Source: an optimization exercise on an open RTL-to-GDS flow (aim: small area, a short achievable clock period and few clock cycles). Production flows keep margins and buffers that such runs may drop. Only simulation tests tie the RTL to the original design; equivalence was not proved. Power figures rest on the tool's default switching activity, not on a simulated workload.

## onyx
// s345_rx
module s345_rx (
    input  wire         clk,
    input  wire         rst_n,
    input  wire [31:0]  cfg_sync_pattern,
    input  wire [5:0]   cfg_sync_width,
    input  wire [31:0]  cfg_est_num,
    input  wire [15:0]  cfg_est_den,
    input  wire [3:0]   cfg_ch_min,
    input  wire [3:0]   cfg_ch_max,
    input  wire [31:0]  cfg_chan_vendor,
    input  wire [63:0]  cfg_poly,
    input  wire [63:0]  cfg_fxor,
    input  wire [15:0]  cfg_plan_len,
    input  wire [319:0] cfg_plan,
    input  wire         in_valid,
    input  wire         in_level,
    output wire         in_ready,
    output reg          m_valid,
    output wire [1:0]   m_vendor,
    output wire [3:0]   m_channel,
    output wire         m_hdr_present,
    output wire [31:0]  m_header,
    output wire [31:0]  m_txid,
    output wire [7:0]   m_state,
    output reg  [15:0]  cnt_sync,
    output reg  [15:0]  cnt_man_err,
    output reg  [15:0]  cnt_chan_err,
    output reg  [15:0]  cnt_zero_txid,
    output reg  [15:0]  cnt_crc_err
);
    reg  [31:0] smask_c;     
    integer ic;
    always @* begin
        for (ic = 0; ic < 32; ic = ic + 1)
            smask_c[ic] = (ic < cfg_sync_width);
    end
  ...
Size: about 920 flip-flops, ~43000 um^2 of cells after synthesis.
==> flow/config.mk <==
export PLATFORM = sky130hd
export DESIGN_NAME = s345_rx
export DESIGN_NICKNAME = s345_rx
export VERILOG_FILES = /design/flow/design.v
export SDC_FILE = /design/flow/constraint.sdc
export NUM_CORES = 4
export LEC_CHECK = 0
export CAP_MARGIN = 20
export CORE_MARGIN = 2
export CORE_UTILIZATION = 35
export CTS_CLUSTER_DIAMETER = 100
export CTS_CLUSTER_SIZE = 20
export PLACE_DENSITY = 0.6
export SLEW_MARGIN = 20
==> flow/constraint.sdc <==
create_clock -name core_clock -period 36.0 [get_ports {clk}]
set_input_delay 7.2000 -clock core_clock [delete_from_list [all_inputs] [get_ports {clk}]]
set_output_delay 7.2000 -clock core_clock [all_outputs]
set_load 0.01 [all_outputs]
standard.sh (not shown) runs the stock make flow with config.mk's settings and CLKGATE_MAP_FILE= SYNTH_SCRIPT=/design/flow/synth_recipe.tcl, a recipe that flattens the netlist after the stock synthesis.
==> flow/flow/run.sh <==
#!/bin/bash
# The standard layout (the standard.sh: ORFS synthesis to finish), with
# one change: the buffers that placement puts on every input and output port
# are sky130_fd_sc_hd__buf_1 instead of the buffer ORFS picks by default
# (clkdlybuf4s50_1, a delay cell).
set -euo pipefail
bash standard.sh finish "BUFFER_PORTS_ARGS=-buffer_cell sky130_fd_sc_hd__buf_1" > standard.log 2>&1
Testbench counts of onyx, summed over its fixed seeds: cycles 113,360.
What delta does differently from onyx at the input level:
--- a/flow/design.v
+++ b/flow/design.v
@@ -60,22 +60,25 @@
     end
     wire        rst = ~rst_r;
     reg         prev;
     reg  [15:0] c;
     reg  [15:0] h1;
     reg  [15:0] hd [0:28];   
     reg  [4:0]  ntr;         
     reg  [20:0] S;
     reg         mode;        
     reg  [20:0] snap;
     reg  [34:0] q;           
+    reg         fresh;       
+    reg         fE1, fE2;    
+    reg         fL1, fL2;    
     reg  [2:0]  st;
     reg  [2:0]  idx;
     reg  [4:0]  rem;         
     reg         zc;          
     reg         pv, pl;      
     reg  [31:0] sync;
     reg  [15:0] crc;
     reg  [2:0]  lo;          
     reg         chk;         
     reg         crc_bad;
     reg  [1:0]  vend;
@@ -119,24 +122,24 @@
             hd[3]  <= o2;
             hd[7]  <= o4;
             hd[15] <= o8;
             for (k = 1; k <= 28; k = k + 1)
                 if (k != 1 && k != 3 && k != 7 && k != 15)
                     hd[k] <= hd[k-1];
         end
     end
     wire [31:0] n1    = mode ? {11'd0, snap} : e_num;
     wire [16:0] d2    = mode ? {11'd0, w_m2, 1'b0} : {e_den, 1'b0};
     wire        czero = (c == 16'd0);
-    wire        ge1   = ~q[34];
-    wire        ge2   = ~q[34] & (q[33:0] >= {1'b0, n1, 1'b0});
+    wire        ge1   = fresh ? (mode ? fL1 : fE1) : ~q[34];
+    wire        ge2   = fresh ? (mode ? fL2 : fE2) : ~q[34] & (q[33:0] >= {1'b0, n1, 1'b0});
     wire        nz    = ~czero & ge1;           
     wire        n2    = ~czero & ge2;           
     wire is_sync = (st == S_SYNC);
     wire fld     = (st == S_CH) | (st == S_HDR) | (st == S_TX) | (st == S_ST) | (st == S_CRC);
     wire m0      = b ? pz1 : pz0;
     wire [15:0] poly_v = cfg_poly[vend * 16 +: 16];
     wire [15:0] crc_p  = {crc[14:0], b} ^ (crc[15] ? poly_v : 16'd0);
     wire        tz     = (txid[30:0] == 31'd0) & ~b;
     wire [3:0]  idx1   = {1'b0, idx} + 4'd1;
     wire [9:0]  ne     = cfg_plan[{vend, idx1[2:0]} * 10 +: 10];
     wire [3:0]  ne_len = cfg_plan_len[vend * 4 +: 4];
@@ -253,28 +256,38 @@
                                 snap_n  = S;
                             end
                         end
                     end else if (n2) begin
                         pv_n = 1'b1;
                         pl_n = b;
                     end
                 end
             end
         end
     end
-    wire        q_rst = trans | czero;
-    wire [31:0] n1_n  = mode_n ? {11'd0, snap_n} : e_num;
-    wire [16:0] d2_n  = mode_n ? {11'd0, w_m2, 1'b0} : {e_den, 1'b0};
-    wire [34:0] q_a   = q_rst ? ~{3'd0, n1_n} : q;
-    wire [16:0] q_b   = q_rst ? d2_n : d2;
-    wire [34:0] q_sum = q_a + {18'd0, q_b} + {34'd0, q_rst};
+    wire [34:0] q_a   = fresh ? ~{3'd0, n1} : q;
+    wire [17:0] q_b   = fresh ? {d2, 1'b0} : {1'b0, d2};
+    wire [35:0] q_sx  = {q_a, fresh} + {17'd0, q_b, fresh};
+    wire [34:0] q_sum = q_sx[35:1];
+    wire [17:0] e3    = {2'd0, e_num[15:0]} + {1'b0, e_num[15:0], 1'b0};
+    wire        fE1_d = (e_num[31:17] == 15'd0) && ({e_den, 1'b0} >= e_num[16:0]);
+    wire        fE2_d = (e_num[31:16] == 16'd0) && ({1'b0, e_den, 1'b0} >= e3);
+    wire [22:0] s3    = {2'd0, snap_n} + {1'b0, snap_n, 1'b0};
+    wire        fL1_d = ({15'd0, w_m2, 1'b0} >= snap_n);
+    wire        fL2_d = ({17'd0, w_m2, 1'b0} >= s3);
+    always @(posedge clk) begin
+        fE1 <= fE1_d;
+        fE2 <= fE2_d;
+        fL1 <= fL1_d;
+        fL2 <= fL2_d;
+    end
     wire        prev_d = trans ? l_r : prev;
     wire [31:0] sync_d = sync_n;
     wire [2:0]  st_d   = st_n;
     wire [1:0]  vend_d = vend_n;
     wire [15:0] fxor_v = cfg_fxor[vend * 16 +: 16];
     wire        crc_eq = (crc == fxor_v);
     wire [2:0]  idx_d  = idx_n;
     reg  [31:0] smask;
     integer i;
     always @* begin
         for (i = 0; i < 32; i = i + 1)
@@ -311,31 +324,33 @@
         if (rst) begin
             c    <= 16'd0;
             ntr  <= 5'd0;
             S    <= 21'd0;
             mode <= 1'b0;
             pv   <= 1'b0;
         end else begin
             pv   <= pv_n;
             mode <= mode_n;
             if (push) begin
                 if (trans) begin
+            fresh <= 1'b0;
                     c <= 16'd1;
                     if (ntr != 5'd31) ntr <= ntr + 5'd1;
                     S <= S + {5'd0, h1v} - {5'd0, hwv};
-                    q <= q_sum;
+                    fresh <= 1'b1;
                 end else if (czero) begin
                     c <= 16'd1;
-                    q <= q_sum;
+                    fresh <= 1'b1;
                 end else if (c != 16'hFFFF) begin
                     c <= c + 16'd1;
+                    fresh <= 1'b0;
                     q <= q_sum;
                 end
             end
         end
     end
     always @(posedge clk) begin
         if (rst) begin
             m_valid       <= 1'b0;
             chk           <= 1'b0;
             crc_bad       <= 1'b0;
             cnt_sync      <= 16'd0;
==> comparison <==
- Diff onyx -> delta | total routed wire length on the met1 layer | up by more than 10%
- Changes observed in delta relative to onyx: area added between synthesis and finish went down by 0.46 points, hold slack saw an increase.
- Count of state elements after synthesis: delta and onyx compared, lower one is onyx
- delta vs onyx: critical path arrival up in delta
- Sequential cell count of delta exceeds that of onyx slightly.
- In the flow results for delta and onyx, the sequential portion of the cell area is larger on onyx.
- Net switching share of the total power, delta and onyx: lower on onyx
- In delta, utilization is lower than in onyx.
- Diff onyx..delta | count of hold buffers inserted by post-cts repair | negligible
- Combinational-cell power consumption on delta is up relative to onyx.
- delta vs. onyx: reported leakage power up 11%, cell area went up, cell count rose about 10%.
Testbench counts of delta, summed over its fixed seeds: cycles 113,360.

## re-timing with driven ports
The results above use ideal ports. As a check the final layouts listed here were re-extracted and re-timed, cells and wires unchanged.
Step 1, drivers: a clkbuf_16 drives clk and a buf_2 each remaining input, both assumed.
Step 2 also shifts input and output timing later by t, the mid clock arrival at the registers, as if the neighbouring blocks saw the same clock.
Slacks: no drivers / after step 1 / after step 2; pairs: no drivers / after step 1.
| run | shift t [ns] | setup slack, ns | slew at the worst register clock pin (ns) |
|---|---|---|---|
| onyx | 0.742 | 26.889 / 26.936 / 26.194 | 0.09 / 0.09 |
| delta | 0.742 | 26.829 / 26.872 / 26.131 | 0.09 / 0.09 |
After both steps every run listed still meets setup and hold. For delta, which loses most, drivers alone change the setup slack by +0.043 ns; drivers and shift together by -0.698 ns.
